What follows belongs to an exercise in optimizing a design on an open flow for small area, a short achievable clock period and few clock cycles per item; a production flow would make more cautious choices.
The RTL was checked by simulation tests, not by an equivalence proof against the original design.
Power and IR drop assume default switching activity.

==> flow/design.v <==
module tbacc_sipround #(
    parameter R0 = 13,
    parameter R1 = 21
) (
    input  wire [63:0] p,
    input  wire [63:0] q,
    input  wire [63:0] x,
    input  wire        sel,
    output wire [63:0] s,
    output wire [63:0] t
);
    wire [63:0] q0 = {q[63-R0:0], q[63:64-R0]};
    wire [63:0] q1 = {q[63-R1:0], q[63:64-R1]};
    tbacc_add64 u_add (.a(p), .b(q), .s(s));
    assign t = ((sel ? q1 : q0) ^ x) ^ s;
endmodule
module tbacc_add64 (input wire [63:0] a, input wire [63:0] b, output wire [63:0] s);
    wire [63:0] p0 = a ^ b;
    wire [63:0] g0 = a & b;
    wire g1_1 = g0[1] | (p0[1] & g0[0]);
    wire p1_1 = p0[1] & p0[0];
    wire g1_3 = g0[3] | (p0[3] & g0[2]);
    wire p1_3 = p0[3] & p0[2];
    wire g1_5 = g0[5] | (p0[5] & g0[4]);
    wire p1_5 = p0[5] & p0[4];
    wire g1_7 = g0[7] | (p0[7] & g0[6]);
    wire p1_7 = p0[7] & p0[6];
    wire g1_9 = g0[9] | (p0[9] & g0[8]);
    wire p1_9 = p0[9] & p0[8];
    wire g1_11 = g0[11] | (p0[11] & g0[10]);
    wire p1_11 = p0[11] & p0[10];
    wire g1_13 = g0[13] | (p0[13] & g0[12]);
    wire p1_13 = p0[13] & p0[12];
    wire g1_15 = g0[15] | (p0[15] & g0[14]);
    wire p1_15 = p0[15] & p0[14];
    wire g1_17 = g0[17] | (p0[17] & g0[16]);
    wire p1_17 = p0[17] & p0[16];
    wire g1_19 = g0[19] | (p0[19] & g0[18]);
    wire p1_19 = p0[19] & p0[18];
    wire g1_21 = g0[21] | (p0[21] & g0[20]);
    wire p1_21 = p0[21] & p0[20];
    wire g1_23 = g0[23] | (p0[23] & g0[22]);
    wire p1_23 = p0[23] & p0[22];
    wire g1_25 = g0[25] | (p0[25] & g0[24]);
    wire p1_25 = p0[25] & p0[24];
    wire g1_27 = g0[27] | (p0[27] & g0[26]);
    wire p1_27 = p0[27] & p0[26];
    wire g1_29 = g0[29] | (p0[29] & g0[28]);
    wire p1_29 = p0[29] & p0[28];
    wire g1_31 = g0[31] | (p0[31] & g0[30]);
    wire p1_31 = p0[31] & p0[30];
    wire g1_33 = g0[33] | (p0[33] & g0[32]);
    wire p1_33 = p0[33] & p0[32];
    wire g1_35 = g0[35] | (p0[35] & g0[34]);
    wire p1_35 = p0[35] & p0[34];
    wire g1_37 = g0[37] | (p0[37] & g0[36]);
    wire p1_37 = p0[37] & p0[36];
    wire g1_39 = g0[39] | (p0[39] & g0[38]);
    wire p1_39 = p0[39] & p0[38];
    wire g1_41 = g0[41] | (p0[41] & g0[40]);
    wire p1_41 = p0[41] & p0[40];
    wire g1_43 = g0[43] | (p0[43] & g0[42]);
    wire p1_43 = p0[43] & p0[42];
    wire g1_45 = g0[45] | (p0[45] & g0[44]);
    wire p1_45 = p0[45] & p0[44];
    wire g1_47 = g0[47] | (p0[47] & g0[46]);
    wire p1_47 = p0[47] & p0[46];
    wire g1_49 = g0[49] | (p0[49] & g0[48]);
    wire p1_49 = p0[49] & p0[48];
    wire g1_51 = g0[51] | (p0[51] & g0[50]);
    wire p1_51 = p0[51] & p0[50];
    wire g1_53 = g0[53] | (p0[53] & g0[52]);
    wire p1_53 = p0[53] & p0[52];
    wire g1_55 = g0[55] | (p0[55] & g0[54]);
    wire p1_55 = p0[55] & p0[54];
    wire g1_57 = g0[57] | (p0[57] & g0[56]);
    wire p1_57 = p0[57] & p0[56];
    wire g1_59 = g0[59] | (p0[59] & g0[58]);
    wire p1_59 = p0[59] & p0[58];
    wire g1_61 = g0[61] | (p0[61] & g0[60]);
    wire p1_61 = p0[61] & p0[60];
    wire g1_63 = g0[63] | (p0[63] & g0[62]);
    wire p1_63 = p0[63] & p0[62];
    wire g2_2 = g0[2] | (p0[2] & g1_1);
    wire p2_2 = p0[2] & p1_1;
    wire g2_3 = g1_3 | (p1_3 & g1_1);
    wire p2_3 = p1_3 & p1_1;
    wire g2_6 = g0[6] | (p0[6] & g1_5);
    wire p2_6 = p0[6] & p1_5;
    wire g2_7 = g1_7 | (p1_7 & g1_5);
    wire p2_7 = p1_7 & p1_5;
    wire g2_10 = g0[10] | (p0[10] & g1_9);
    wire p2_10 = p0[10] & p1_9;
    wire g2_11 = g1_11 | (p1_11 & g1_9);
    wire p2_11 = p1_11 & p1_9;
    wire g2_14 = g0[14] | (p0[14] & g1_13);
    wire p2_14 = p0[14] & p1_13;
    wire g2_15 = g1_15 | (p1_15 & g1_13);
    wire p2_15 = p1_15 & p1_13;
    wire g2_18 = g0[18] | (p0[18] & g1_17);
    wire p2_18 = p0[18] & p1_17;
    wire g2_19 = g1_19 | (p1_19 & g1_17);
    wire p2_19 = p1_19 & p1_17;
    wire g2_22 = g0[22] | (p0[22] & g1_21);
    wire p2_22 = p0[22] & p1_21;
    wire g2_23 = g1_23 | (p1_23 & g1_21);
    wire p2_23 = p1_23 & p1_21;
    wire g2_26 = g0[26] | (p0[26] & g1_25);
    wire p2_26 = p0[26] & p1_25;
    wire g2_27 = g1_27 | (p1_27 & g1_25);
    wire p2_27 = p1_27 & p1_25;
    wire g2_30 = g0[30] | (p0[30] & g1_29);
    wire p2_30 = p0[30] & p1_29;
    wire g2_31 = g1_31 | (p1_31 & g1_29);
    wire p2_31 = p1_31 & p1_29;
    wire g2_34 = g0[34] | (p0[34] & g1_33);
    wire p2_34 = p0[34] & p1_33;
    wire g2_35 = g1_35 | (p1_35 & g1_33);
    wire p2_35 = p1_35 & p1_33;
    wire g2_38 = g0[38] | (p0[38] & g1_37);
    wire p2_38 = p0[38] & p1_37;
    wire g2_39 = g1_39 | (p1_39 & g1_37);
    wire p2_39 = p1_39 & p1_37;
    wire g2_42 = g0[42] | (p0[42] & g1_41);
    wire p2_42 = p0[42] & p1_41;
    wire g2_43 = g1_43 | (p1_43 & g1_41);
    wire p2_43 = p1_43 & p1_41;
    wire g2_46 = g0[46] | (p0[46] & g1_45);
    wire p2_46 = p0[46] & p1_45;
    wire g2_47 = g1_47 | (p1_47 & g1_45);
    wire p2_47 = p1_47 & p1_45;
    wire g2_50 = g0[50] | (p0[50] & g1_49);
    wire p2_50 = p0[50] & p1_49;
    wire g2_51 = g1_51 | (p1_51 & g1_49);
    wire p2_51 = p1_51 & p1_49;
    wire g2_54 = g0[54] | (p0[54] & g1_53);
    wire p2_54 = p0[54] & p1_53;
    wire g2_55 = g1_55 | (p1_55 & g1_53);
    wire p2_55 = p1_55 & p1_53;
    wire g2_58 = g0[58] | (p0[58] & g1_57);
    wire p2_58 = p0[58] & p1_57;
    wire g2_59 = g1_59 | (p1_59 & g1_57);
    wire p2_59 = p1_59 & p1_57;
    wire g2_62 = g0[62] | (p0[62] & g1_61);
    wire p2_62 = p0[62] & p1_61;
    wire g2_63 = g1_63 | (p1_63 & g1_61);
    wire p2_63 = p1_63 & p1_61;
    wire g3_4 = g0[4] | (p0[4] & g2_3);
    wire p3_4 = p0[4] & p2_3;
    wire g3_5 = g1_5 | (p1_5 & g2_3);
    wire p3_5 = p1_5 & p2_3;
    wire g3_6 = g2_6 | (p2_6 & g2_3);
    wire p3_6 = p2_6 & p2_3;
    wire g3_7 = g2_7 | (p2_7 & g2_3);
    wire p3_7 = p2_7 & p2_3;
    wire g3_12 = g0[12] | (p0[12] & g2_11);
    wire p3_12 = p0[12] & p2_11;
    wire g3_13 = g1_13 | (p1_13 & g2_11);
    wire p3_13 = p1_13 & p2_11;
    wire g3_14 = g2_14 | (p2_14 & g2_11);
    wire p3_14 = p2_14 & p2_11;
    wire g3_15 = g2_15 | (p2_15 & g2_11);
    wire p3_15 = p2_15 & p2_11;
    wire g3_20 = g0[20] | (p0[20] & g2_19);
    wire p3_20 = p0[20] & p2_19;
    wire g3_21 = g1_21 | (p1_21 & g2_19);
    wire p3_21 = p1_21 & p2_19;
    wire g3_22 = g2_22 | (p2_22 & g2_19);
    wire p3_22 = p2_22 & p2_19;
    wire g3_23 = g2_23 | (p2_23 & g2_19);
    wire p3_23 = p2_23 & p2_19;
    wire g3_28 = g0[28] | (p0[28] & g2_27);
    wire p3_28 = p0[28] & p2_27;
    wire g3_29 = g1_29 | (p1_29 & g2_27);
    wire p3_29 = p1_29 & p2_27;
    wire g3_30 = g2_30 | (p2_30 & g2_27);
    wire p3_30 = p2_30 & p2_27;
    wire g3_31 = g2_31 | (p2_31 & g2_27);
    wire p3_31 = p2_31 & p2_27;
    wire g3_36 = g0[36] | (p0[36] & g2_35);
    wire p3_36 = p0[36] & p2_35;
    wire g3_37 = g1_37 | (p1_37 & g2_35);
    wire p3_37 = p1_37 & p2_35;
    wire g3_38 = g2_38 | (p2_38 & g2_35);
    wire p3_38 = p2_38 & p2_35;
    wire g3_39 = g2_39 | (p2_39 & g2_35);
    wire p3_39 = p2_39 & p2_35;
    wire g3_44 = g0[44] | (p0[44] & g2_43);
    wire p3_44 = p0[44] & p2_43;
    wire g3_45 = g1_45 | (p1_45 & g2_43);
    wire p3_45 = p1_45 & p2_43;
    wire g3_46 = g2_46 | (p2_46 & g2_43);
    wire p3_46 = p2_46 & p2_43;
    wire g3_47 = g2_47 | (p2_47 & g2_43);
    wire p3_47 = p2_47 & p2_43;
    wire g3_52 = g0[52] | (p0[52] & g2_51);
    wire p3_52 = p0[52] & p2_51;
    wire g3_53 = g1_53 | (p1_53 & g2_51);
    wire p3_53 = p1_53 & p2_51;
    wire g3_54 = g2_54 | (p2_54 & g2_51);
    wire p3_54 = p2_54 & p2_51;
    wire g3_55 = g2_55 | (p2_55 & g2_51);
    wire p3_55 = p2_55 & p2_51;
    wire g3_60 = g0[60] | (p0[60] & g2_59);
    wire p3_60 = p0[60] & p2_59;
    wire g3_61 = g1_61 | (p1_61 & g2_59);
    wire p3_61 = p1_61 & p2_59;
    wire g3_62 = g2_62 | (p2_62 & g2_59);
    wire p3_62 = p2_62 & p2_59;
    wire g3_63 = g2_63 | (p2_63 & g2_59);
    wire p3_63 = p2_63 & p2_59;
    wire g4_8 = g0[8] | (p0[8] & g3_7);
    wire p4_8 = p0[8] & p3_7;
    wire g4_9 = g1_9 | (p1_9 & g3_7);
    wire p4_9 = p1_9 & p3_7;
    wire g4_10 = g2_10 | (p2_10 & g3_7);
    wire p4_10 = p2_10 & p3_7;
    wire g4_11 = g2_11 | (p2_11 & g3_7);
    wire p4_11 = p2_11 & p3_7;
    wire g4_12 = g3_12 | (p3_12 & g3_7);
    wire p4_12 = p3_12 & p3_7;
    wire g4_13 = g3_13 | (p3_13 & g3_7);
    wire p4_13 = p3_13 & p3_7;
    wire g4_14 = g3_14 | (p3_14 & g3_7);
    wire p4_14 = p3_14 & p3_7;
    wire g4_15 = g3_15 | (p3_15 & g3_7);
    wire p4_15 = p3_15 & p3_7;
    wire g4_24 = g0[24] | (p0[24] & g3_23);
    wire p4_24 = p0[24] & p3_23;
    wire g4_25 = g1_25 | (p1_25 & g3_23);
    wire p4_25 = p1_25 & p3_23;
    wire g4_26 = g2_26 | (p2_26 & g3_23);
    wire p4_26 = p2_26 & p3_23;
    wire g4_27 = g2_27 | (p2_27 & g3_23);
    wire p4_27 = p2_27 & p3_23;
    wire g4_28 = g3_28 | (p3_28 & g3_23);
    wire p4_28 = p3_28 & p3_23;
    wire g4_29 = g3_29 | (p3_29 & g3_23);
    wire p4_29 = p3_29 & p3_23;
    wire g4_30 = g3_30 | (p3_30 & g3_23);
    wire p4_30 = p3_30 & p3_23;
    wire g4_31 = g3_31 | (p3_31 & g3_23);
    wire p4_31 = p3_31 & p3_23;
    wire g4_40 = g0[40] | (p0[40] & g3_39);
    wire p4_40 = p0[40] & p3_39;
    wire g4_41 = g1_41 | (p1_41 & g3_39);
    wire p4_41 = p1_41 & p3_39;
    wire g4_42 = g2_42 | (p2_42 & g3_39);
    wire p4_42 = p2_42 & p3_39;
    wire g4_43 = g2_43 | (p2_43 & g3_39);
    wire p4_43 = p2_43 & p3_39;
    wire g4_44 = g3_44 | (p3_44 & g3_39);
    wire p4_44 = p3_44 & p3_39;
    wire g4_45 = g3_45 | (p3_45 & g3_39);
    wire p4_45 = p3_45 & p3_39;
    wire g4_46 = g3_46 | (p3_46 & g3_39);
    wire p4_46 = p3_46 & p3_39;
    wire g4_47 = g3_47 | (p3_47 & g3_39);
    wire p4_47 = p3_47 & p3_39;
    wire g4_56 = g0[56] | (p0[56] & g3_55);
    wire p4_56 = p0[56] & p3_55;
    wire g4_57 = g1_57 | (p1_57 & g3_55);
    wire p4_57 = p1_57 & p3_55;
    wire g4_58 = g2_58 | (p2_58 & g3_55);
    wire p4_58 = p2_58 & p3_55;
    wire g4_59 = g2_59 | (p2_59 & g3_55);
    wire p4_59 = p2_59 & p3_55;
    wire g4_60 = g3_60 | (p3_60 & g3_55);
    wire p4_60 = p3_60 & p3_55;
    wire g4_61 = g3_61 | (p3_61 & g3_55);
    wire p4_61 = p3_61 & p3_55;
    wire g4_62 = g3_62 | (p3_62 & g3_55);
    wire p4_62 = p3_62 & p3_55;
    wire g4_63 = g3_63 | (p3_63 & g3_55);
    wire p4_63 = p3_63 & p3_55;
    wire g5_16 = g0[16] | (p0[16] & g4_15);
    wire p5_16 = p0[16] & p4_15;
    wire g5_17 = g1_17 | (p1_17 & g4_15);
    wire p5_17 = p1_17 & p4_15;
    wire g5_18 = g2_18 | (p2_18 & g4_15);
    wire p5_18 = p2_18 & p4_15;
    wire g5_19 = g2_19 | (p2_19 & g4_15);
    wire p5_19 = p2_19 & p4_15;
    wire g5_20 = g3_20 | (p3_20 & g4_15);
    wire p5_20 = p3_20 & p4_15;
    wire g5_21 = g3_21 | (p3_21 & g4_15);
    wire p5_21 = p3_21 & p4_15;
    wire g5_22 = g3_22 | (p3_22 & g4_15);
    wire p5_22 = p3_22 & p4_15;
    wire g5_23 = g3_23 | (p3_23 & g4_15);
    wire p5_23 = p3_23 & p4_15;
    wire g5_24 = g4_24 | (p4_24 & g4_15);
    wire p5_24 = p4_24 & p4_15;
    wire g5_25 = g4_25 | (p4_25 & g4_15);
    wire p5_25 = p4_25 & p4_15;
    wire g5_26 = g4_26 | (p4_26 & g4_15);
    wire p5_26 = p4_26 & p4_15;
    wire g5_27 = g4_27 | (p4_27 & g4_15);
    wire p5_27 = p4_27 & p4_15;
    wire g5_28 = g4_28 | (p4_28 & g4_15);
    wire p5_28 = p4_28 & p4_15;
    wire g5_29 = g4_29 | (p4_29 & g4_15);
    wire p5_29 = p4_29 & p4_15;
    wire g5_30 = g4_30 | (p4_30 & g4_15);
    wire p5_30 = p4_30 & p4_15;
    wire g5_31 = g4_31 | (p4_31 & g4_15);
    wire p5_31 = p4_31 & p4_15;
    wire g5_48 = g0[48] | (p0[48] & g4_47);
    wire p5_48 = p0[48] & p4_47;
    wire g5_49 = g1_49 | (p1_49 & g4_47);
    wire p5_49 = p1_49 & p4_47;
    wire g5_50 = g2_50 | (p2_50 & g4_47);
    wire p5_50 = p2_50 & p4_47;
    wire g5_51 = g2_51 | (p2_51 & g4_47);
    wire p5_51 = p2_51 & p4_47;
    wire g5_52 = g3_52 | (p3_52 & g4_47);
    wire p5_52 = p3_52 & p4_47;
    wire g5_53 = g3_53 | (p3_53 & g4_47);
    wire p5_53 = p3_53 & p4_47;
    wire g5_54 = g3_54 | (p3_54 & g4_47);
    wire p5_54 = p3_54 & p4_47;
    wire g5_55 = g3_55 | (p3_55 & g4_47);
    wire p5_55 = p3_55 & p4_47;
    wire g5_56 = g4_56 | (p4_56 & g4_47);
    wire p5_56 = p4_56 & p4_47;
    wire g5_57 = g4_57 | (p4_57 & g4_47);
    wire p5_57 = p4_57 & p4_47;
    wire g5_58 = g4_58 | (p4_58 & g4_47);
    wire p5_58 = p4_58 & p4_47;
    wire g5_59 = g4_59 | (p4_59 & g4_47);
    wire p5_59 = p4_59 & p4_47;
    wire g5_60 = g4_60 | (p4_60 & g4_47);
    wire p5_60 = p4_60 & p4_47;
    wire g5_61 = g4_61 | (p4_61 & g4_47);
    wire p5_61 = p4_61 & p4_47;
    wire g5_62 = g4_62 | (p4_62 & g4_47);
    wire p5_62 = p4_62 & p4_47;
    wire g5_63 = g4_63 | (p4_63 & g4_47);
    wire p5_63 = p4_63 & p4_47;
    wire g6_32 = g0[32] | (p0[32] & g5_31);
    wire p6_32 = p0[32] & p5_31;
    wire g6_33 = g1_33 | (p1_33 & g5_31);
    wire p6_33 = p1_33 & p5_31;
    wire g6_34 = g2_34 | (p2_34 & g5_31);
    wire p6_34 = p2_34 & p5_31;
    wire g6_35 = g2_35 | (p2_35 & g5_31);
    wire p6_35 = p2_35 & p5_31;
    wire g6_36 = g3_36 | (p3_36 & g5_31);
    wire p6_36 = p3_36 & p5_31;
    wire g6_37 = g3_37 | (p3_37 & g5_31);
    wire p6_37 = p3_37 & p5_31;
    wire g6_38 = g3_38 | (p3_38 & g5_31);
    wire p6_38 = p3_38 & p5_31;
    wire g6_39 = g3_39 | (p3_39 & g5_31);
    wire p6_39 = p3_39 & p5_31;
    wire g6_40 = g4_40 | (p4_40 & g5_31);
    wire p6_40 = p4_40 & p5_31;
    wire g6_41 = g4_41 | (p4_41 & g5_31);
    wire p6_41 = p4_41 & p5_31;
    wire g6_42 = g4_42 | (p4_42 & g5_31);
    wire p6_42 = p4_42 & p5_31;
    wire g6_43 = g4_43 | (p4_43 & g5_31);
    wire p6_43 = p4_43 & p5_31;
    wire g6_44 = g4_44 | (p4_44 & g5_31);
    wire p6_44 = p4_44 & p5_31;
    wire g6_45 = g4_45 | (p4_45 & g5_31);
    wire p6_45 = p4_45 & p5_31;
    wire g6_46 = g4_46 | (p4_46 & g5_31);
    wire p6_46 = p4_46 & p5_31;
    wire g6_47 = g4_47 | (p4_47 & g5_31);
    wire p6_47 = p4_47 & p5_31;
    wire g6_48 = g5_48 | (p5_48 & g5_31);
    wire p6_48 = p5_48 & p5_31;
    wire g6_49 = g5_49 | (p5_49 & g5_31);
    wire p6_49 = p5_49 & p5_31;
    wire g6_50 = g5_50 | (p5_50 & g5_31);
    wire p6_50 = p5_50 & p5_31;
    wire g6_51 = g5_51 | (p5_51 & g5_31);
    wire p6_51 = p5_51 & p5_31;
    wire g6_52 = g5_52 | (p5_52 & g5_31);
    wire p6_52 = p5_52 & p5_31;
    wire g6_53 = g5_53 | (p5_53 & g5_31);
    wire p6_53 = p5_53 & p5_31;
    wire g6_54 = g5_54 | (p5_54 & g5_31);
    wire p6_54 = p5_54 & p5_31;
    wire g6_55 = g5_55 | (p5_55 & g5_31);
    wire p6_55 = p5_55 & p5_31;
    wire g6_56 = g5_56 | (p5_56 & g5_31);
    wire p6_56 = p5_56 & p5_31;
    wire g6_57 = g5_57 | (p5_57 & g5_31);
    wire p6_57 = p5_57 & p5_31;
    wire g6_58 = g5_58 | (p5_58 & g5_31);
    wire p6_58 = p5_58 & p5_31;
    wire g6_59 = g5_59 | (p5_59 & g5_31);
    wire p6_59 = p5_59 & p5_31;
    wire g6_60 = g5_60 | (p5_60 & g5_31);
    wire p6_60 = p5_60 & p5_31;
    wire g6_61 = g5_61 | (p5_61 & g5_31);
    wire p6_61 = p5_61 & p5_31;
    wire g6_62 = g5_62 | (p5_62 & g5_31);
    wire p6_62 = p5_62 & p5_31;
    wire g6_63 = g5_63 | (p5_63 & g5_31);
    wire p6_63 = p5_63 & p5_31;
    wire [63:0] c = {g6_62, g6_61, g6_60, g6_59, g6_58, g6_57, g6_56, g6_55, g6_54, g6_53, g6_52, g6_51, g6_50, g6_49, g6_48, g6_47, g6_46, g6_45, g6_44, g6_43, g6_42, g6_41, g6_40, g6_39, g6_38, g6_37, g6_36, g6_35, g6_34, g6_33, g6_32, g5_31, g5_30, g5_29, g5_28, g5_27, g5_26, g5_25, g5_24, g5_23, g5_22, g5_21, g5_20, g5_19, g5_18, g5_17, g5_16, g4_15, g4_14, g4_13, g4_12, g4_11, g4_10, g4_9, g4_8, g3_7, g3_6, g3_5, g3_4, g2_3, g2_2, g1_1, g0[0], 1'b0};
    assign s = p0 ^ c;
endmodule
module tbacc_sipcore (
    input  wire        clk,
    input  wire        rst,
    input  wire        init,
    input  wire [63:0] seed0,
    input  wire [63:0] seed1,
    input  wire        chunk_wr,
    input  wire        fin_go,
    input  wire [63:0] m,
    input  wire [63:0] xin,           
    output wire        m_busy,        
    output wire        m_busy_next,
    output wire        fin_load,      
    output wire        f2,            
    output wire        rl,            
    output wire [63:0] dig
);
    localparam S_IDLE = 4'd0;
    localparam S_C1   = 4'd1;
    localparam S_C2   = 4'd2;
    localparam S_F1   = 4'd8;
    localparam S_F2   = 4'd9;
    localparam S_RL   = 4'd15;
    reg  [3:0]  cs;
    reg         fin_pend;
    reg         busy_q, h1_q, cmp2_q, f2_q, rl_q, mb_q;
    reg  [63:0] A, B, C, D;
    wire        fgo = fin_go || fin_pend;
    wire        fin_load_i = !init && !chunk_wr && (cs == S_IDLE || cs == S_C2) && fgo;
    wire        xen = chunk_wr | fin_load_i;
    wire [63:0] xm  = xin & {64{xen}};
    wire [63:0] m2 = m & {64{cmp2_q}};
    wire [63:0] s1, t1, s2, t2;
    tbacc_sipround #(.R0(21), .R1(13)) u_p1 (.p(A), .q(B), .x(xm),    .sel(h1_q), .s(s1), .t(t1));
    tbacc_sipround #(.R0(17), .R1(16)) u_p2 (.p(C), .q(D), .x(64'd0), .sel(h1_q), .s(s2), .t(t2));
    wire [63:0] s1r = {s1[31:0], s1[63:32]};
    wire [63:0] s2r = {s2[31:0], s2[63:32]};
    assign dig = t2 ^ ({B[42:0], B[63:43]} ^ s2r);
    reg [3:0] cs_n;
    always @(*) begin
        if (init)
            cs_n = S_IDLE;
        else if (chunk_wr)
            cs_n = S_C1;
        else case (cs)
            S_IDLE, S_C2: cs_n = fgo ? S_F1 : S_IDLE;
            S_C1:         cs_n = S_C2;
            S_RL:         cs_n = S_IDLE;
            default:      cs_n = cs + 4'd1;
        endcase
    end
    always @(posedge clk) begin
        if (rst) begin
            cs       <= S_IDLE;
            fin_pend <= 1'b0;
            busy_q   <= 1'b0;
            h1_q     <= 1'b0;
            cmp2_q   <= 1'b0;
            f2_q     <= 1'b0;
            rl_q     <= 1'b0;
            mb_q     <= 1'b0;
        end else begin
            cs <= cs_n;
            if (init || cs_n == S_F1)
                fin_pend <= 1'b0;
            else if (fin_go)
                fin_pend <= 1'b1;
            busy_q <= (cs_n != S_IDLE);
            h1_q   <= (cs_n == S_C1) || (cs_n[3] && !cs_n[0]);
            cmp2_q <= (cs_n == S_C2) || (cs_n == S_F2);
            f2_q   <= (cs_n == S_F2);
            rl_q   <= (cs_n == S_RL);
            mb_q   <= (cs_n == S_C1);
        end
    end
    always @(posedge clk) begin
        if (init) begin
            A <= seed0 ^ 64'h736f6d6570736575;
            B <= seed1 ^ 64'h646f72616e646f6d;
            C <= seed0 ^ 64'h6c7967656e657261;
            D <= seed1 ^ 64'h7465646279746573;
        end else if (busy_q) begin
            if (h1_q) begin
                A <= s1r;
                C <= s2;
            end else begin
                A <= s1 ^ m2;
                C <= s2r ^ {56'd0, {8{f2_q}}};
            end
            B <= t2;
            D <= t1;
        end else if (xen) begin
            D <= D ^ xin;
        end
    end
    assign m_busy      = mb_q;
    assign m_busy_next = (cs_n == S_C1);
    assign fin_load    = fin_load_i;
    assign f2          = f2_q;
    assign rl          = rl_q;
endmodule
module tbacc_tailbuf (
    input  wire [63:0] value,
    input  wire [63:0] src,
    input  wire [3:0]  n,
    output wire [63:0] new_value,
    output wire [63:0] chunk,
    output wire        chunk_valid
);
    wire [7:0]  bc = value[63:56];
    wire [2:0]  c  = value[58:56];
    wire [63:0] sm;
    genvar j;
    generate
        for (j = 0; j < 8; j = j + 1) begin : g_mask
            assign sm[8*j +: 8] = (n > j) ? src[8*j +: 8] : 8'd0;
        end
    endgenerate
    wire [63:0] r1 = c[0] ? {sm[55:0], sm[63:56]} : sm;
    wire [63:0] r2 = c[1] ? {r1[47:0], r1[63:48]} : r1;
    wire [63:0] rot = c[2] ? {r2[31:0], r2[63:32]} : r2;
    wire [63:0] lo;    
    wire [55:0] hi;    
    generate
        for (j = 0; j < 8; j = j + 1) begin : g_merge
            if (j < 7) begin : g_t
                assign lo[8*j +: 8] = (c > j) ? value[8*j +: 8] : rot[8*j +: 8];
                assign hi[8*j +: 8] = (c > j) ? rot[8*j +: 8] : 8'd0;
            end else begin : g_7
                assign lo[8*j +: 8] = rot[8*j +: 8];
            end
        end
    endgenerate
    assign chunk_valid = ({1'b0, c} + n) >= 4'd8;
    assign chunk       = lo;
    assign new_value   = {bc + {4'd0, n}, chunk_valid ? hi : lo[55:0]};
endmodule
module tbacc (
    input  wire         clk,
    input  wire         rst,
    input  wire         cmd_valid,
    output wire         cmd_ready,
    input  wire [7:0]   cmd_op,
    input  wire [63:0]  cmd_a,
    input  wire [63:0]  cmd_b,
    output wire         rsp_valid,
    output wire [7:0]   rsp_status,
    output wire [63:0]  rsp_data,
    output wire         mem_req,
    output wire         mem_wide,
    output wire [31:0]  mem_addr,
    input  wire         mem_ack,
    input  wire [63:0]  mem_rdata,
    input  wire         mem_err,
    output wire [63:0]  value_o,
    output wire [15:0]  status_o
);
    reg         ready_q;
    reg         vq;                     
    reg         oi, o8, o16, o32, o64, ob, of, orv;    
    reg  [63:0] a_q, b_q;
    reg  [63:0] value;
    reg         fin;                    
    reg  [2:0]  fault;                  
    reg         nz;                     
    reg  [63:0] m;                      
    reg         blk;                    
    reg         rd;                     
    reg         bm;                     
    reg         mreq, mwide;
    reg  [2:0]  gcnt;                   
    reg         gdone;                  
    reg  [3:0]  gn;                     
    reg         errq;                   
    reg         rsp_q;
    wire d_init = (cmd_op == 8'h01);
    wire d_8    = (cmd_op == 8'h10);
    wire d_16   = (cmd_op == 8'h11);
    wire d_32   = (cmd_op == 8'h12);
    wire d_64   = (cmd_op == 8'h13) || (cmd_op == 8'h14);
    wire d_b    = (cmd_op == 8'h18);
    wire d_f    = (cmd_op == 8'h20);
    wire d_rv   = !(d_init || d_8 || d_16 || d_32 || d_64 || d_b || d_f);
    wire [2:0] c = value[58:56];
    wire typed = o8 | o16 | o32 | o64;
    wire [3:0] n_typed = o8 ? 4'd1 : o16 ? 4'd2 : o32 ? 4'd4 : 4'd8;
    wire tchunk = o64 | (o32 & c[2]) | (o16 & c[2] & c[1]) | (o8 & (c == 3'd7));
    wire        m_busy, m_busy_next, core_f2, core_rl;
    wire        chunk_wr;
    wire        init_x, fin_x;
    wire ex      = vq & !blk & !(typed & !nz & !fin & tchunk & m_busy);
    wire [32:0] range_end = {1'b0, a_q[31:0]} + {1'b0, b_q[31:0]};
    wire wraps   = range_end[32] & (range_end[31:0] != 32'd0);
    wire len0    = (b_q[31:0] == 32'd0);
    wire x_ign   = ex & nz;
    wire x_rv    = ex & !nz & orv;
    assign init_x = ex & !nz & oi;
    wire x_nohash = ex & !nz & !orv & !oi & fin;
    wire x_live  = ex & !nz & !orv & !oi & !fin;
    wire x_wrap  = x_live & ob & wraps;
    wire x_bytes = x_live & ob & !wraps & !len0;
    assign fin_x = x_live & of;
    wire x_typed = x_live & typed;
    wire x_simple = ex & !x_bytes & !fin_x;
    wire [63:0] ap_src = bm ? {a_q[63:32], b_q[63:32]} : a_q;
    wire [3:0]  ap_n   = bm ? gn : n_typed;
    wire        ap_en  = x_typed | gdone;
    wire [63:0] ap_value, ap_chunk;
    wire        ap_cv;
    tbacc_tailbuf u_tailbuf (
        .value(value), .src(ap_src), .n(ap_n),
        .new_value(ap_value), .chunk(ap_chunk), .chunk_valid(ap_cv)
    );
    assign chunk_wr = ap_en & ap_cv;
    wire        fin_load;
    wire [63:0] m_n = chunk_wr ? ap_chunk : value;
    wire [63:0] dig;
    tbacc_sipcore u_core (
        .clk(clk), .rst(rst), .init(init_x), .seed0(a_q), .seed1(b_q),
        .chunk_wr(chunk_wr), .fin_go(fin_x), .m(m), .xin(m_n),
        .m_busy(m_busy), .m_busy_next(m_busy_next), .fin_load(fin_load),
        .f2(core_f2), .rl(core_rl), .dig(dig)
    );
    wire        rd_ack  = rd & mem_ack;
    wire [31:0] cur_n   = a_q[31:0] + (mwide ? 32'd8 : 32'd1);
    wire [31:0] rem_n   = b_q[31:0] - (mwide ? 32'd8 : 32'd1);
    wire        more    = (rem_n != 32'd0);
    wire        wide_n  = (cur_n[2:0] == 3'd0) && (rem_n[31:3] != 29'd0);
    wire        gend    = mwide | (cur_n[2:0] == 3'd0) | !more;
    wire        bytes_done = gdone & !rd;
    reg  [63:0] value_n;
    always @(*) begin
        if (init_x)
            value_n = 64'd0;
        else if (ap_en)
            value_n = ap_value;
        else if (core_f2)
            value_n = 64'd1;
        else
            value_n = value;
    end
    reg blk_n, rd_n;
    always @(*) begin
        blk_n = blk;
        if (x_bytes | fin_x) blk_n = 1'b1;
        if (bytes_done | errq | core_rl) blk_n = 1'b0;
        rd_n = rd;
        if (x_bytes) rd_n = 1'b1;
        if (rd_ack & (mem_err | !more)) rd_n = 1'b0;
    end
    wire cap    = cmd_valid & ready_q;
    wire hold_n = cap | (vq & !ex);
    wire [2:0] c_n = c + ap_n[2:0];    
    wire n8  = ready_q ? d_8  : o8;
    wire n16 = ready_q ? d_16 : o16;
    wire n32 = ready_q ? d_32 : o32;
    wire n64 = ready_q ? d_64 : o64;
    wire nb  = ready_q ? d_b  : ob;
    wire tchunk_n = n64 | (n32 & c_n[2]) | (n16 & c_n[2] & c_n[1]) | (n8 & (c_n == 3'd7));
    wire ready_n = !rd_n & (!hold_n | (!blk_n & !nb & !(tchunk_n & m_busy_next)));
    wire fin_n  = init_x ? 1'b0 : (core_f2 ? 1'b1 : fin);
    wire nz_n   = nz | x_rv | x_wrap | x_nohash | errq;
    wire early  = cap & d_b & !cmd_a[31] & !cmd_b[31] & (cmd_b[31:0] != 32'd0) &
                  !nz_n & !fin_n & !blk_n;
    always @(posedge clk) begin
        if (rst) begin
            ready_q   <= 1'b1;
            vq        <= 1'b0;
            value     <= 64'd1;
            fin       <= 1'b1;
            fault     <= 3'd0;
            nz        <= 1'b0;
            blk       <= 1'b0;
            rd        <= 1'b0;
            bm        <= 1'b0;
            mreq      <= 1'b0;
            gdone     <= 1'b0;
            errq      <= 1'b0;
            rsp_q     <= 1'b0;
        end else begin
            ready_q <= ready_n;
            vq      <= ready_q ? cmd_valid : (vq & !ex);
            value   <= value_n;
            blk     <= blk_n;
            rd      <= rd_n;
            if (init_x)
                fin <= 1'b0;
            else if (core_f2)
                fin <= 1'b1;
            if (x_rv | x_wrap) begin
                fault <= 3'd3;
                nz    <= 1'b1;
            end else if (x_nohash) begin
                fault <= 3'd1;
                nz    <= 1'b1;
            end else if (errq) begin
                fault <= 3'd4;
                nz    <= 1'b1;
            end
            if (x_bytes)
                bm <= 1'b1;
            else if (bytes_done | errq)
                bm <= 1'b0;
            if (early) begin
                mreq  <= 1'b1;
                mwide <= (cmd_a[2:0] == 3'd0) && (cmd_b[31:3] != 29'd0);
            end else if (x_bytes) begin
                mreq  <= 1'b1;
                mwide <= (a_q[2:0] == 3'd0) && (b_q[31:3] != 29'd0);
            end
            if (x_bytes)
                gcnt  <= 3'd0;
            if (rd_ack) begin
                if (mem_err) begin
                    mreq <= 1'b0;
                end else begin
                    mreq  <= more;
                    mwide <= wide_n;
                    gcnt  <= gend ? 3'd0 : gcnt + 3'd1;
                end
            end
            gdone <= rd_ack & !mem_err & gend;
            errq  <= rd_ack & mem_err;
            rsp_q     <= x_simple | bytes_done | errq | core_rl;
        end
    end
    always @(posedge clk)
        if (rd_ack)
            gn <= mwide ? 4'd8 : {1'b0, gcnt} + 4'd1;
    always @(posedge clk)
        if (chunk_wr | fin_load)
            m <= m_n;
    reg  [63:0] dig_q;
    always @(posedge clk)
        dig_q <= dig & {64{core_rl}};
    integer i;
    always @(posedge clk) begin
        if (ready_q) begin
            a_q <= cmd_a;
            b_q <= cmd_b;
            oi  <= d_init;
            o8  <= d_8;
            o16 <= d_16;
            o32 <= d_32;
            o64 <= d_64;
            ob  <= d_b;
            of  <= d_f;
            orv <= d_rv;
        end else if (rd_ack & !mem_err) begin
            a_q[31:0] <= cur_n;
            b_q[31:0] <= rem_n;
            if (mwide) begin
                b_q[63:32] <= mem_rdata[31:0];
                a_q[63:32] <= mem_rdata[63:32];
            end else begin
                for (i = 0; i < 4; i = i + 1)
                    if (gcnt == i) b_q[32 + 8*i +: 8] <= mem_rdata[7:0];
                for (i = 0; i < 4; i = i + 1)
                    if (gcnt == i + 4) a_q[32 + 8*i +: 8] <= mem_rdata[7:0];
            end
        end
    end
    assign cmd_ready  = ready_q;
    assign rsp_valid  = rsp_q;
    assign rsp_status = {5'd0, fault};
    assign rsp_data   = dig_q;
    assign mem_req    = mreq;
    assign mem_wide   = mwide;
    assign mem_addr   = a_q[31:0];
    assign value_o    = value;
    assign status_o   = {5'd0, fault, 6'd0, nz, fin};
endmodule
==> flow/flow/run.sh <==
#!/bin/bash
set -euo pipefail
bash standard.sh SETUP_SLACK_MARGIN=9 "BUFFER_PORTS_ARGS=-buffer_cell sky130_fd_sc_hd__buf_1" finish > standard.log 2>&1
==> flow/standard.sh <==
#!/bin/bash
# synth_recipe.tcl (not shown) runs the flow's synth.tcl, then flattens the netlist and writes it again
# the make line also repeats each setting of config.mk as NAME=value (left out here)
make -C /OpenROAD-flow-scripts/flow DESIGN_CONFIG=/design/flow/config.mk WORK_HOME=/design/flow/orfs CLKGATE_MAP_FILE= SYNTH_SCRIPT=/design/flow/synth_recipe.tcl "${@:-finish}"
==> flow/config.mk <==
export PLATFORM = sky130hd
export DESIGN_NAME = tbacc
export DESIGN_NICKNAME = tbacc
export VERILOG_FILES = /design/flow/design.v
export SDC_FILE = /design/flow/constraint.sdc
export NUM_CORES = 4
export LEC_CHECK = 0
export CAP_MARGIN = 20
export CORE_MARGIN = 2
export CORE_UTILIZATION = 40
export PLACE_DENSITY = 0.6
export SLEW_MARGIN = 20
export TNS_END_PERCENT = 0
==> flow/constraint.sdc <==
create_clock -name core_clock -period 12.5 [get_ports {clk}]
set_input_delay 2.5000 -clock core_clock [delete_from_list [all_inputs] [get_ports {clk}]]
set_output_delay 2.5000 -clock core_clock [all_outputs]
set_load 0.01 [all_outputs]
==> reports/metrics.yaml, run 1 <==
route:
  vias: 43266
  ant_nets: 0
  routed_via_density: 6.38
  drc: 0
  route.met3.wl_um: 31600
  wire_per_inst_um: 34.8
  firstDrtPassIters: 8
  drt_iter0_drc: 7082
  wl_um: 236000
  wl_met1_um: 87800
  met2_length_um: 96300
  top_layer: "met5"
placement:
  dp.cells: 6548
  dp_hpwl_um: 179000
  portBuffers: 376
  gp_congestion: 1.10
  dpl-instance-area_sq_um: 47200
  dpl_worst_slack_ns: 6.96
worst_setup_path:
  crit_path_max_fanout: 46
  r2r_slack_ns: 8.14
  critPathSlowestCell: "or4b_1"
  rr_endpoint: "u_core.D[46]"
  startpoint_type: "flop"
  crit_path_end_kind: "flop"
  crit_type: "reg -> reg"
  cp_slowest_stage_delay_ns: 0.66
  r2r-start: "bm"
  crit_required_ns: 12.91
  worstPathCellList: "buf_12 -> or4b_1 -> o21ai_1 -> nor2_1 -> mux2i_1 -> o21ai_0 -> mux2_2 -> mux2i_2 -> nor2_1 -> xor2_1 -> xnor2_1 -> o21ai_0"
  r2r_cells: 12
  arrival_ns: 4.77
cells_and_area:
  drive_gt1_share_pct: 10.1
  fin_nets: 5604
  area_growth_pct: 15.6
  finish.utilization_pct: 46.6
  finish.instance_area_sq_um: 51500
  fin_cells: 6778
global_routing:
  antenna_found_initial: 29
  grt_pass1_wl_um: 318000
  grt_pass1_vias: 39231
  grt_use_total_pct: 40.3
  overflow: 0
  grt_max_degree: 94
power:
  power.density_nw_per_um2: 98.4
  leakagePower_nw: 19.1
  p_total_mw: 5.07
  ir_worst_vdd_uv: 96.8
logic_synthesis:
  async_flop_share_pct: 0
  synthAdderAreaFrac_pct: 5.57
  muxShareOfSynthArea_pct: 7.50
  synth_cell_types: 105
  synth_ff_type: "edfxtp_1"
  synthCells: 4907
  syn-mean-instance-area_sq_um: 9.08
  synth_simple_gate_area_share_pct: 14.2
  synth-xor-area-share_pct: 12.3
  synthesis.area_sq_um: 44600
  synth_compound_area_share_pct: 18.1
  yosysSeqAreaShare_pct: 38.0
  synth_top_family_by_area: "compound AO/OA/AOI/OAI gates"
  synth_edf_count: 459
  ys_ff_latch: 617
  ys_warn_count: 2
die:
  fp.dieArea_sq_um: 114000
  core-area_sq_um: 111000
  rows: 122
  dieWidth_um: 338
  initial_core_util_pct: 40.3
  io_pins: 393
  die_y_um: 338
clocking:
  clockBufferDepth: 3
  cts_tree: "done"
  htree_levels: 3
  hold_buffers: 0
  clock_insertion_delay_worst_skew_ns: 0.69
  cts_sinks: 617
  numCtsBuffers: 76
  clk_pin_slew_ns: 0.07
  cts_root_buf: "clkbuf_16"
sta:
  fin_hold_ws_ns: 0.499
  hold_violations: 0
  period_needed_ns: 4.36
  tightest_slew_ns: 1.20
  setup_slack_ns: 8.14
  finalSetupViolations: 0
  rsz0062_at_grt: "true"
  fin_crit_sh_pct: 34.9
  skew_ns: 0.0368
  relSlewSlack_pct: 19.4
  max_freq_mhz: 230
  maxSlewViolCount: 0
  setup_tns_ns: 0
worst_hold_path:
  min_from: "value[63]"
  min_to: "value[63]"
  hold_class: "reg -> reg"
  min_path_cells: 1
run:
  maxCapViolations: 0
run_status:
  outcome: "complete, no violations"
## what timing repair did
item / in CTS / in global routing
endpoints found under the setup margin: 1004 / 1011
setup buffers: 53 / 15
gates cloned: 3 / 0
resized for setup: 147 / 47
pin swaps: 19 / 20
## flip-flops by register name, summed over array words and instances (netlist names), 3 cells and up
name	flops
u_core.A	64
fault	3
u_core.cs	4
dig_q	64
u_core.B	64
value	64
a_q	64
gn	4
u_core.D	64
b_q	64
u_core.C	64
m	64
gcnt	3
## synth_stat cells, types with 17 or more instances
master | instances | share of area [%]
buf_1 | 40 | 0.34
o21ai_0 | 417 | 4.7
a21oi_1 | 417 | 4.7
nor3_1 | 58 | 0.65
nor2b_1 | 35 | 0.49
nor2_1 | 408 | 3.4
a31oi_1 | 53 | 0.74
a22oi_1 | 29 | 0.49
nand2_1 | 509 | 4.3
and3_1 | 47 | 0.66
o211ai_1 | 51 | 0.86
mux2i_1 | 271 | 6.1
o21bai_1 | 20 | 0.34
o21a_1 | 21 | 0.35
a211oi_1 | 36 | 0.61
xor2_1 | 247 | 4.9
a21o_1 | 82 | 1.4
ha_1 | 176 | 4.9
or3_1 | 26 | 0.36
mux2_2 | 45 | 1.1
nand3_1 | 79 | 0.89
nor4_1 | 20 | 0.28
and2_1 | 47 | 0.66
nand4_1 | 36 | 0.51
nand2b_1 | 20 | 0.28
dfxtp_1 | 158 | 7.1
o31ai_1 | 20 | 0.34
buf_2 | 17 | 0.19
clkbuf_1 | 210 | 1.8
or2_2 | 21 | 0.29
buf_4 | 54 | 0.91
inv_1 | 124 | 1.0
xnor2_1 | 366 | 7.2
a221oi_1 | 18 | 0.35
edfxtp_1 | 459 | 31
## per-layer routing
metal / vias up / GRT usage (%)
met5: - / 0
met4: 18 / 29.3
met3: 744 / 13.3
met2: 3312 / 57.2
met1: 20930 / 51.1
li1: 18262 / -
## final cells by class
type | instances | area [sq um]
Tap cell | 1488 | 1860
Antenna cell | 18 | 45.0
Multi-Input combinational cell | 3857 | 26800
Clock inverter | 32 | 362
Timing Repair inverter | 1 | 16.3
Inverter | 128 | 518
Timing Repair Buffer | 528 | 2740
Sequential cell | 617 | 17000
Clock buffer | 109 | 2240
Fill cell | 10715 | 59100
## cells in the final DEF (no fill, tap or decap), drive strengths merged, types with 16 or more instances in the layout
cell / n
o21a: 21
dfxtp: 158
and2: 50
nor3: 60
nand2: 509
o211ai: 51
diode: 18
xor2: 249
a22oi: 29
edfxtp: 459
xnor2: 368
nor2: 411
a21boi: 17
and3: 47
o21ai: 427
a31oi: 53
buf: 527
or3: 26
a21oi: 420
nand4: 36
nor4: 22
mux2i: 271
o31ai: 20
inv: 128
a211oi: 38
a21o: 82
nand3: 79
clkbuf: 109
nor2b: 35
a221oi: 18
clkinv: 27
or2: 23
o21bai: 21
ha: 176
nand2b: 20
conb: 16
mux2: 46
## cell families (layout without fill, tap and decap cells)
logic type | count (synthesis) | after routing
mux | 322 | 322
xor+xnor | 619 | 619
simple gates | 1379 | 1380
other cells | 1 | 34
flops | 617 | 617
buf+inv | 449 | 798
fa+ha+maj | 190 | 190
compound gates | 1330 | 1330
## report_power, final
part	internal, mW	leakage [nW]	switching (mW)
logic	0.145	12.2	0.275
registers	2.21	5.56	0.0755
clock network	1.36	1.28	1.01
## worst max path at each step
stage	start	endpoint	slack [ns]	depth (start not counted)
after global routing	u_core.D[0]	u_core.C[3]	8.09	14
final	bm	u_core.D[46]	8.14	12
after floorplan	mem_ack	a_q[0]	8.34	4
after global placement	bm	u_core.D[60]	6.94	18
after detailed placement	bm	u_core.D[60]	6.96	18
after CTS	a_q[0]	mwide	8.24	16
## critical path, delay by kind of cell, from the launching register on
family / cells / cell delay (ns)
muxes: 3 / 1.42
and+or+nand+nor: 3 / 0.97
AOI/OAI and AO/OA: 3 / 0.58
xor gates and xnor gates: 2 / 0.44
DFF: 1 / 0.38
buffers and inverters: 1 / 0.28
Testbench counts, summed over its fixed seeds: cycles 16,276, hashes 384.
==> run 2, diff against run 1 <==
--- a/flow/config.mk
+++ b/flow/config.mk
@@ -9,4 +9,4 @@
 export CORE_MARGIN = 2
-export CORE_UTILIZATION = 40
-export PLACE_DENSITY = 0.6
+export CORE_UTILIZATION = 45
+export PLACE_DENSITY = 0.65
 export SLEW_MARGIN = 20
==> run 2 against run 1 <==
- clock skew about the same
- sequential share of layout area is 0.18 points higher
- clock power down 2%
- final cell count is 2.9% lower
- highest routed layer unchanged
- global-route usage is 3.7 points higher
- routed wire length down 2.2%
- sequential cell count did not move
- first-iteration DRC count is 2.8% lower
- fmax is 2.4% lower
- synthesized cell count stayed put
- still clean on timing, DRC and antenna
- largest cell class unchanged
- sequential power is essentially flat
==> reports/metrics.yaml, run 2 <==
run_status:
  outcome: "complete, no violations"
route:
  ant_nets: 0
  drc: 0
  vias: 43573
  routed_via_density: 6.62
  drt_iter0_drc: 6881
  firstDrtPassIters: 8
  wire_per_inst_um: 35.0
  wl_um: 231000
worst_setup_path:
  worstPathCellList: "ha_1 -> a21oi_1 -> o21ai_2 -> a22oi_1 -> o221ai_1 -> o211ai_1 -> buf_4 -> o21ba_2 -> o21ai_0 -> a21oi_1 -> xor2_1 -> xor2_1 -> o211ai_1 -> o21ai_0"
  cp_slowest_stage_delay_ns: 0.67
  startpoint_type: "flop"
  critPathBufInv: 1
  arrival_ns: 4.87
  crit_family: "compound AO/OA/AOI/OAI gates"
  crit_required_ns: 12.90
  critPathSlowestCell: "edfxtp_1"
  crit_path_end_kind: "flop"
  crit_path_max_fanout: 5
  crit_type: "reg -> reg"
logic_synthesis:
  synth_area_leaders: "edfxtp_1 (31%), xnor2_1 (7.2%), dfxtp_1 (7.1%)"
  synthAdderAreaFrac_pct: 5.57
  synthesis.area_sq_um: 44600
  synth_simple_gate_area_share_pct: 14.2
  yosysSeqAreaShare_pct: 38.0
  synthCells: 4907
  synth_edf_count: 459
  synth-xor-area-share_pct: 12.3
  synthDominantCellAreaShare_pct: 30.9
  synth_cell_types: 105
  ys_warn_count: 2
  synth_compound_area_share_pct: 18.1
  yosysTopAreaCell: "edfxtp_1"
  async_flop_share_pct: 0
  syn-mean-instance-area_sq_um: 9.08
  ys_ff_latch: 617
  synth_common_cells: "nand2_1 (509), edfxtp_1 (459), a21oi_1 (417), o21ai_0 (417), nor2_1 (408)"
  synth_top_family_by_area: "compound AO/OA/AOI/OAI gates"
  synth_ff_type: "edfxtp_1"
  yosysMostFrequentCell: "nand2_1"
  muxShareOfSynthArea_pct: 7.50
die:
  die_y_um: 319
  rows: 115
  io_pins: 393
  fp.dieArea_sq_um: 102000
  core-area_sq_um: 98300
  dieWidth_um: 319
  initial_core_util_pct: 45.4
cells_and_area:
  final_cell_mix: "nand2_1 (501), edfxtp_1 (459), a21oi_1 (409), o21ai_0 (400), nor2_1 (399)"
  fin_nets: 5602
  fin_cells: 6583
  finish.instance_area_sq_um: 51300
  finish.utilization_pct: 52.2
  area_growth_pct: 15.0
  layout_commonest_cell: "nand2_1"
  drive_gt1_share_pct: 10.2
  fillers: 9209
sta:
  fin_crit_sh_pct: 35.7
  rsz0062_at_grt: "true"
  maxSlewViolCount: 0
  setup_slack_ns: 8.04
  setup_tns_ns: 0
  tightest_slew_ns: 1.06
  max_freq_mhz: 224
  hold_violations: 0
  relSlewSlack_pct: 27.3
  period_needed_ns: 4.46
  finalSetupViolations: 0
  skew_ns: 0.0366
  fin_hold_ws_ns: 0.491
run:
  maxCapViolations: 0
power:
  power.density_nw_per_um2: 98.0
  leakagePower_nw: 19.1
  ir_worst_vdd_uv: 103
  p_total_mw: 5.02
clocking:
  numCtsBuffers: 76
  hold_buffers: 0
  htree_levels: 3
  cts_sinks: 617
  clockBufferDepth: 3
  clk_pin_slew_ns: 0.07
  cts_tree: "done"
  clock_insertion_delay_worst_skew_ns: 0.70
  cts_root_buf: "clkbuf_16"
global_routing:
  overflow: 0
  grt_use_total_pct: 44.0
  use_met1_pct: 55.2
  use_met3_pct: 14.3
  grt_pass1_vias: 39626
  grt_busiest_layer: "met2"
  grt_pass1_wl_um: 313000
  antenna_found_initial: 22
  grt.met2_usage_pct: 62.5
  grt_max_degree: 109
placement:
  dpl_worst_slack_ns: 7.21
  gp_congestion: 1.14
  dp.cells: 6339
  dpl-instance-area_sq_um: 46900
  portBuffers: 376
  dp_hpwl_um: 175000
worst_hold_path:
  hold_class: "reg -> reg"
## run 2: cell counts after synthesis
Identical to the previous run, type by type.
## run 2: final cells by class
type	instances	area [sq um]	area share, %
Multi-Input combinational cell	3856	26900	52.4
Sequential cell	617	17000	33.1
Timing Repair Buffer	526	2730	5.32
Clock buffer	103	2180	4.24
Tap cell	1287	1610	3.14
Inverter	128	504	0.983
Clock inverter	36	343	0.669
Antenna cell	28	70.1	0.137
Timing Repair inverter	2	17.5	0.0342
## run 2: path summary, 6_finish.rpt
path         cells after the start          from           end  slack, ns
min                              2     value[26]     value[26]       0.49
min reg2reg                      2     value[26]     value[26]       0.49
max                             14  u_core.B[17]  u_core.A[46]       8.04
max reg2reg                     14  u_core.B[17]  u_core.A[46]       8.04
## run 2: tightest hold or removal path: stages (launching register included)
cell and delay, ns:
dfxtp_1 0.33, nand2_1 0.06, a21oi_1 0.05
## run 2: timing repair
item | CTS | global route
setup endpoints to repair | 1069 | 1014
pin swaps | 40 | 3
setup buffers | 66 | 7
resized for setup | 189 | 12
cloned | 4 | 0
## run 2: power breakdown
part	switching, mW	leakage, nW	internal, mW	total, mW
clock network	1.02	1.25	1.30	2.32
registers	0.0785	5.57	2.21	2.28
logic	0.277	12.3	0.145	0.423
total	1.37	19.1	3.65	5.02
## run 2: cell families (layout without fill, tap and decap cells)
family          Yosys count  after routing
mux                     322            322
fa+ha+maj               190            190
flops                   617            617
other cells               1             44
compound gates         1330           1330
buf+inv                 449            795
xor+xnor                619            619
simple gates           1379           1379
## run 2: metal layers
metal / vias up / wire length (um)
li1: 18286 / -
met1: 21039 / 83700
met2: 3471 / 93700
met3: 763 / 32000
met4: 14 / 21100
met5: - / 226
==> run 3, diff against run 2 <==
==> flow/flow/run.sh (replaced) <==
#!/bin/bash
set -euo pipefail
bash standard.sh SETUP_SLACK_MARGIN=9.5 "BUFFER_PORTS_ARGS=-buffer_cell sky130_fd_sc_hd__buf_4" finish > standard.log 2>&1
--- a/flow/config.mk
+++ b/flow/config.mk
@@ -9,4 +9,4 @@
 export CORE_MARGIN = 2
-export CORE_UTILIZATION = 45
-export PLACE_DENSITY = 0.65
+export CORE_UTILIZATION = 40
+export PLACE_DENSITY = 0.6
 export SLEW_MARGIN = 20
==> run 3 against run 2 <==
- still clean
- register-to-register slack better by 0.15 ns
- die area up 12%
- hold slack better by 0.0076 ns
- clock power up 5%
- core utilization down 4.0 points
- count of clock-buffer cells in the layout up 5
- sequential share of layout area down 1.2 points
- global-route usage down 2.6 points
- final cell count up 3.5%
- worst setup slack better by 0.15 ns
==> reports/metrics.yaml, run 3 <==
power:
  swShare_pct: 26.7
  power_switching_mw: 1.39
  p_total_mw: 5.18
  power_frac_comb_pct: 9.2
  ir_worst_vdd_uv: 90.0
  power.density_nw_per_um2: 97.3
  leakagePower_nw: 20.7
  internal-power_mw: 3.80
  sequentialPowerShare_pct: 44.0
  power_frac_clock_pct: 46.8
cells_and_area:
  finish.instance_area_sq_um: 53300
  layout_commonest_cell: "buf_4"
  fin_nets: 5638
  fin_cells: 6815
  area_growth_pct: 19.5
  final_cell_mix: "buf_4 (533), nand2_1 (501), edfxtp_1 (459), a21oi_1 (407)"
  drive_gt1_share_pct: 18.2
clocking:
  numCtsBuffers: 78
  htree_levels: 3
  cts_root_buf: "clkbuf_16"
  clockBufferDepth: 3
  cts_tree: "done"
  cts_sinks: 617
  clock_insertion_delay_worst_skew_ns: 0.70
  clk_pin_slew_ns: 0.06
sta:
  fin_crit_sh_pct: 34.5
  setup_slack_ns: 8.18
  tightest_slew_ns: 1.15
  period_needed_ns: 4.32
  finalSetupViolations: 0
  hold_violations: 0
  maxSlewViolCount: 0
  rsz0062_at_grt: "true"
  setup_tns_ns: 0
  skew_ns: 0.0417
  relSlewSlack_pct: 23.0
  max_freq_mhz: 232
worst_setup_path:
  startpoint_type: "flop"
  crit_type: "reg -> reg"
  critPathLaunch: "u_core.B[39]"
  crit_required_ns: 12.92
  r2r-start: "u_core.B[39]"
  crit_path_max_fanout: 5
  arrival_ns: 4.74
  crit_path_end_kind: "flop"
logic_synthesis:
  synth_edf_count: 459
  synth_common_cells: "nand2_1 (509), edfxtp_1 (459), a21oi_1 (417), o21ai_0 (417), nor2_1 (408)"
  async_flop_share_pct: 0
  synthDominantCellAreaShare_pct: 30.9
  yosysSeqAreaShare_pct: 38.0
  synth_area_leaders: "edfxtp_1 (31%), xnor2_1 (7.2%), dfxtp_1 (7.1%)"
  yosysTopAreaCell: "edfxtp_1"
  yosysMostFrequentCell: "nand2_1"
  ys_warn_count: 2
  ys_ff_latch: 617
  synthCells: 4907
  syn-mean-instance-area_sq_um: 9.08
  synthesis.area_sq_um: 44600
  synth_ff_type: "edfxtp_1"
  synth_cell_types: 105
global_routing:
  grt_use_total_pct: 41.4
  grt_pass1_wl_um: 324000
  antenna_found_initial: 34
  grt_pass1_vias: 39463
  grt_max_degree: 140
  overflow: 0
route:
  wire_per_inst_um: 35.6
  vias: 43563
  ant_nets: 0
  firstDrtPassIters: 6
  wl_um: 243000
  drc: 0
  drt_iter0_drc: 6979
  routed_via_density: 6.39
run_status:
  outcome: "complete, no violations"
placement:
  dpl-instance-area_sq_um: 48700
  portBuffers: 376
  dp_hpwl_um: 185000
  gp_congestion: 1.09
  dp.cells: 6550
  dpl_worst_slack_ns: 7.23
die:
  rows: 122
  io_pins: 393
  core-area_sq_um: 111000
  die_y_um: 338
  fp.dieArea_sq_um: 114000
  initial_core_util_pct: 40.3
  dieWidth_um: 338
worst_hold_path:
  hold_class: "reg -> reg"
  min_from: "value[17]"
run:
  maxCapViolations: 0
run 3: cell type report:
| class | count | area [sq um] |
|---|---|---|
| fill | 10544 | 57400 |
| multi-input combinational | 3857 | 26800 |
| sequential | 617 | 17000 |
| timing repair buffer | 561 | 4430 |
| clock buffer | 108 | 2320 |
| tap | 1488 | 1860 |
| inverter | 128 | 504 |
| clock inverter | 34 | 363 |
| antenna | 22 | 55.1 |
run 3: per-stage QoR:
step	util [%]	hold slack, ns
2_1_floorplan	-	0.488
3_3_place_gp	44.0	0.482
3_5_place_dp	44.0	0.482
4_1_cts	47.8	0.491
5_1_grt	48.1	0.517
6_report	48.1	0.499
run 3: cells by family after synthesis:
group	share of synthesized area (%)
AO/OA/AOI/OAI	18.1
XOR/XNOR	12.3
adder cells (fa/ha/maj)	5.57
buffers and inverters	4.28
flip-flops	38.0
multiplexers	7.50
other	0.00841
AND/OR/NAND/NOR	14.2
run 3: final timing paths:
path	end	slack, ns	cells after the start
worst max register to register	u_core.A[29]	8.18	12
worst max-delay path	u_core.A[29]	8.18	12
worst min register to register	value[17]	0.50	2
worst min-delay path	value[17]	0.50	2
run 3: worst max-delay path, stage by stage, from the launching register on:
cell,delay [ns]
edfxtp_1,0.80
ha_1,0.58
nand4_1,0.34
o21ai_1,0.51
a221oi_1,0.14
buf_4,0.19
a21oi_1,0.24
o31ai_2,0.11
buf_4,0.15
xnor2_1,0.58
nand2_1,0.15
o211ai_1,0.15
o21ai_0,0.11
run 3: routing by layer:
metal | part of all wire, % | global-route usage [%] | vias to the layer above
li1 | - | - | 18308
met1 | 38 | 53.1 | 21287
met2 | 41 | 59.1 | 3288
met3 | 13 | 12.5 | 658
met4 | 8.1 | 29.5 | 22
met5 | 0.061 | 0 | -
run 3: repair_timing:
| action | 4_1_cts | 5_1_grt |
|---|---|---|
| cloned | 0 | 2 |
| endpoints found under the setup margin | 1142 | 1147 |
| pin swaps | 25 | 16 |
| hold buffers | 0 | 0 |
| setup buffers | 83 | 15 |
| resized for setup | 193 | 28 |
run 3: power by group through the flow:
stage	logic, mW	clock network (mW)	registers [mW]
CTS	0.460	2.42	2.27
floorplan	0.229	0	2.27
detailed placement	0.405	0	2.33
global route	0.500	2.49	2.27
global placement	0.406	0	2.33
finish	0.479	2.43	2.28
==> run 4, diff against run 3 <==
--- a/flow/design.v
+++ b/flow/design.v
@@ -1,9 +1,5 @@
-module tbacc_sipround #(
-    parameter R0 = 13,
-    parameter R1 = 21
-) (
+module tbacc_sipround (
     input  wire [63:0] p,
     input  wire [63:0] q,
-    input  wire [63:0] x,
-    input  wire        sel,
+    input  wire [63:0] r,
     output wire [63:0] s,
@@ -11,6 +7,4 @@
 );
-    wire [63:0] q0 = {q[63-R0:0], q[63:64-R0]};
-    wire [63:0] q1 = {q[63-R1:0], q[63:64-R1]};
     tbacc_add64 u_add (.a(p), .b(q), .s(s));
-    assign t = ((sel ? q1 : q0) ^ x) ^ s;
+    assign t = r ^ s;
 endmodule
@@ -439,4 +433,6 @@
     wire [63:0] s1, t1, s2, t2;
-    tbacc_sipround #(.R0(21), .R1(13)) u_p1 (.p(A), .q(B), .x(xm),    .sel(h1_q), .s(s1), .t(t1));
-    tbacc_sipround #(.R0(17), .R1(16)) u_p2 (.p(C), .q(D), .x(64'd0), .sel(h1_q), .s(s2), .t(t2));
+    wire [63:0] r1 = (h1_q ? {B[50:0], B[63:51]} : {B[42:0], B[63:43]}) ^ xm;    
+    wire [63:0] r2 =  h1_q ? {D[47:0], D[63:48]} : {D[46:0], D[63:47]};          
+    tbacc_sipround u_p1 (.p(A), .q(B), .r(r1), .s(s1), .t(t1));
+    tbacc_sipround u_p2 (.p(C), .q(D), .r(r2), .s(s2), .t(t2));
     wire [63:0] s1r = {s1[31:0], s1[63:32]};
==> flow/flow/run.sh (replaced) <==
#!/bin/bash
set -euo pipefail
bash standard.sh SETUP_SLACK_MARGIN=9 "BUFFER_PORTS_ARGS=-buffer_cell sky130_fd_sc_hd__buf_4" finish > standard.log 2>&1
--- a/flow/config.mk
+++ b/flow/config.mk
@@ -12,2 +12,3 @@
 export SLEW_MARGIN = 20
+export SYNTH_HIERARCHICAL = 1
 export TNS_END_PERCENT = 0
==> run 4 against run 3 <==
- still clean on timing, DRC and antenna
- worst setup slack gained 0.024 ns
- combinational power grew to 23 times the previous value
- routed wire length shrank 0.48%
- hold slack better by 0.031 ns
==> reports/metrics.yaml, run 4 <==
run_status:
  outcome: "complete, no violations"
sta:
  relSlewSlack_pct: 29.1
  hold_violations: 0
  fin_crit_sh_pct: 34.3
  tightest_slew_ns: 1.06
  max_freq_mhz: 233
  finalSetupViolations: 0
  setup_slack_ns: 8.21
  setup_tns_ns: 0
  skew_ns: 0.0479
  fin_hold_ws_ns: 0.530
  rsz0062_at_grt: "true"
  period_needed_ns: 4.29
  maxSlewViolCount: 0
route:
  firstDrtPassIters: 6
  vias: 44245
  top_layer: "met5"
  met2_length_um: 103000
  wl_um: 242000
  drc: 0
  route.met3.wl_um: 26900
  routed_via_density: 6.28
  wl_met1_um: 92900
  ant_nets: 0
  wire_per_inst_um: 34.3
  drt_iter0_drc: 6101
logic_synthesis:
  yosysSeqAreaShare_pct: 36.2
  synth_edf_count: 459
  yosysTopAreaCell: "edfxtp_1"
  synth_area_leaders: "edfxtp_1 (29%), dfxtp_1 (6.8%), xor2_1 (6.5%)"
  synth_common_cells: "nand2_1 (586), edfxtp_1 (459), a21oi_1 (424)"
  ys_warn_count: 8
  synthesis.area_sq_um: 46800
  synth_cell_types: 112
  synthDominantCellAreaShare_pct: 29.4
  synthCells: 5116
  ys_ff_latch: 617
  syn-mean-instance-area_sq_um: 9.15
  yosysMostFrequentCell: "nand2_1"
  async_flop_share_pct: 0
  synth_ff_type: "edfxtp_1"
cells_and_area:
  fillers: 11142
  drive_gt1_share_pct: 21.7
  finish.instance_area_sq_um: 55500
  final_cell_mix: "nand2_1 (585), buf_4 (553), edfxtp_1 (459), a21oi_1 (405), o21ai_0 (367)"
  fin_nets: 5851
  layout_commonest_cell: "nand2_1"
  finish.utilization_pct: 47.9
  fin_cells: 7045
  area_growth_pct: 18.6
global_routing:
  overflow: 0
  grt_pass1_vias: 41378
  grt_max_degree: 185
  grt_pass1_wl_um: 325000
  antenna_found_initial: 13
  grt_use_total_pct: 38.6
die:
  io_pins: 393
  dieWidth_um: 346
  initial_core_util_pct: 40.3
  rows: 125
  fp.dieArea_sq_um: 120000
  core-area_sq_um: 116000
  die_y_um: 346
power:
  leakagePower_nw: 21.1
  ir_worst_vdd_uv: 185
  power_switching_mw: 8.44
  power_frac_clock_pct: 13.8
  p_total_mw: 17.0
  swShare_pct: 49.7
  sequentialPowerShare_pct: 22.8
  power_frac_comb_pct: 63.4
  power.density_nw_per_um2: 306
  internal-power_mw: 8.54
placement:
  gp_congestion: 1.05
  dpl-instance-area_sq_um: 50600
  portBuffers: 376
  dpl_worst_slack_ns: 6.74
  dp.cells: 6758
  dp_hpwl_um: 183000
clocking:
  cts_sinks: 617
  cts_tree: "done"
  numCtsBuffers: 78
  cts_root_buf: "clkbuf_16"
  clk_pin_slew_ns: 0.06
  clock_insertion_delay_worst_skew_ns: 0.69
  clockBufferDepth: 3
  hold_buffers: 0
  htree_levels: 3
worst_setup_path:
  arrival_ns: 4.91
  crit_path_end_kind: "flop"
  startpoint_type: "flop"
  crit_path_max_fanout: 4
  crit_type: "reg -> reg"
  crit_required_ns: 13.12
worst_hold_path:
  hold_class: "reg -> reg"
run:
  maxCapViolations: 0
run 4: critical path, stage by stage, from the launching register on:
cell      delay, ns
edfxtp_1       0.54
ha_1           0.41
a21oi_1        0.21
o21ai_2        0.16
a221oi_2       0.48
o211a_1        0.24
a21oi_1        0.12
o31ai_4        0.36
nand2_1        0.14
xor2_1         0.55
xor2_2         0.27
xnor2_1        0.54
and2_1         0.21
run 4: cell families after synthesis:
logic type | count (synthesis) | synth area share [%]
other | 1 | 0.00801
xor gates and xnor gates | 643 | 12.1
DFF | 617 | 36.2
and+or+nand+nor | 1518 | 15.6
adders and majority gates | 192 | 5.37
muxes | 427 | 9.82
AOI/OAI and AO/OA | 1231 | 16.2
buffers and inverters | 487 | 4.81
run 4: area by class of cell:
class,instances,area [sq um],area share [%]
clock inverter,26,280,0.505
antenna,7,17.5,0.0315
inverter,140,532,0.958
clock buffer,114,2250,4.06
sequential,617,17000,30.6
tap,1524,1910,3.43
timing repair buffer,586,4770,8.59
multi-input combinational,4031,28800,51.8
run 4: repair_timing:
item	in CTS	in global routing
endpoints found under the setup margin	1044	1028
gates resized for setup	176	48
pin swaps	30	15
cloned	7	6
buffers inserted	96	31
run 4: modules after synthesis, one instance, submodules excluded:
module | flops+latches | area, sq um
tbacc_tailbuf | 0 | 4450
tbacc_sipround | 0 | 561
tbacc_sipcore | 267 | 17700
tbacc_add64 | 0 | 2630
tbacc | 350 | 18300
run 4: per-layer routing:
layer  global-route usage, %  up-vias
li1                        -    18991
met1                    49.7    21579
met2                    57.9     3000
met3                    8.85      669
met4                    25.3        6
met5                   0.800        -
run 4: final timing paths:
kind                 from         to  slack, ns  depth (start not counted)
min reg2reg            rd         rd       0.53                          2
max          u_core.D[35]  dig_q[54]       8.21                         12
min                    rd         rd       0.53                          2
max reg2reg  u_core.D[35]  dig_q[54]       8.21                         12
run 4: power groups by stage:
stage	registers [mW]	clock network [mW]	logic [mW]
after floorplan	3.38	0	6.69
after detailed placement	4.00	0	9.61
after CTS	3.84	2.35	10.3
after global placement	4.00	0	9.55
final	3.86	2.35	10.8
after global routing	3.83	2.43	11.3
Testbench counts of run 4, summed over its fixed seeds: cycles 16,276, hashes 384.

==> separate check: timing with driven ports <==
In the flow no input, the clock included, has a driving cell. The finished layouts below were timed again as built, in two steps. Step 1, drivers: a clkbuf_16 drives clk and a buf_2 each remaining input, both assumed. Step 2, shift: input delay + t, output delay - t, t = (earliest + latest rising clock arrival at the registers) / 2. This alone moves slack from input paths to output paths. Slacks: ideal / step 1 / step 2; pairs: ideal / step 1.
| run | t, ns | setup WS [ns] | worst setup path after step 2 | worst slew at a driven data input, ns |
|---|---|---|---|---|
| run 1 | 0.757 | 8.143 / 8.143 / 7.919 | input to register | 0.06 |
| run 2 | 0.756 | 8.036 / 8.036 / 7.880 | input to register | 0.04 |
| run 3 | 0.761 | 8.184 / 8.184 / 7.911 | input to register | 0.06 |
| run 4 | 0.749 | 8.209 / 8.209 / 7.689 | input to register | 0.10 |
After both steps setup and hold are still met in every run listed. The setup slack of run 4, which loses most, moves by 0.000 ns with the drivers and by -0.520 ns with both steps.
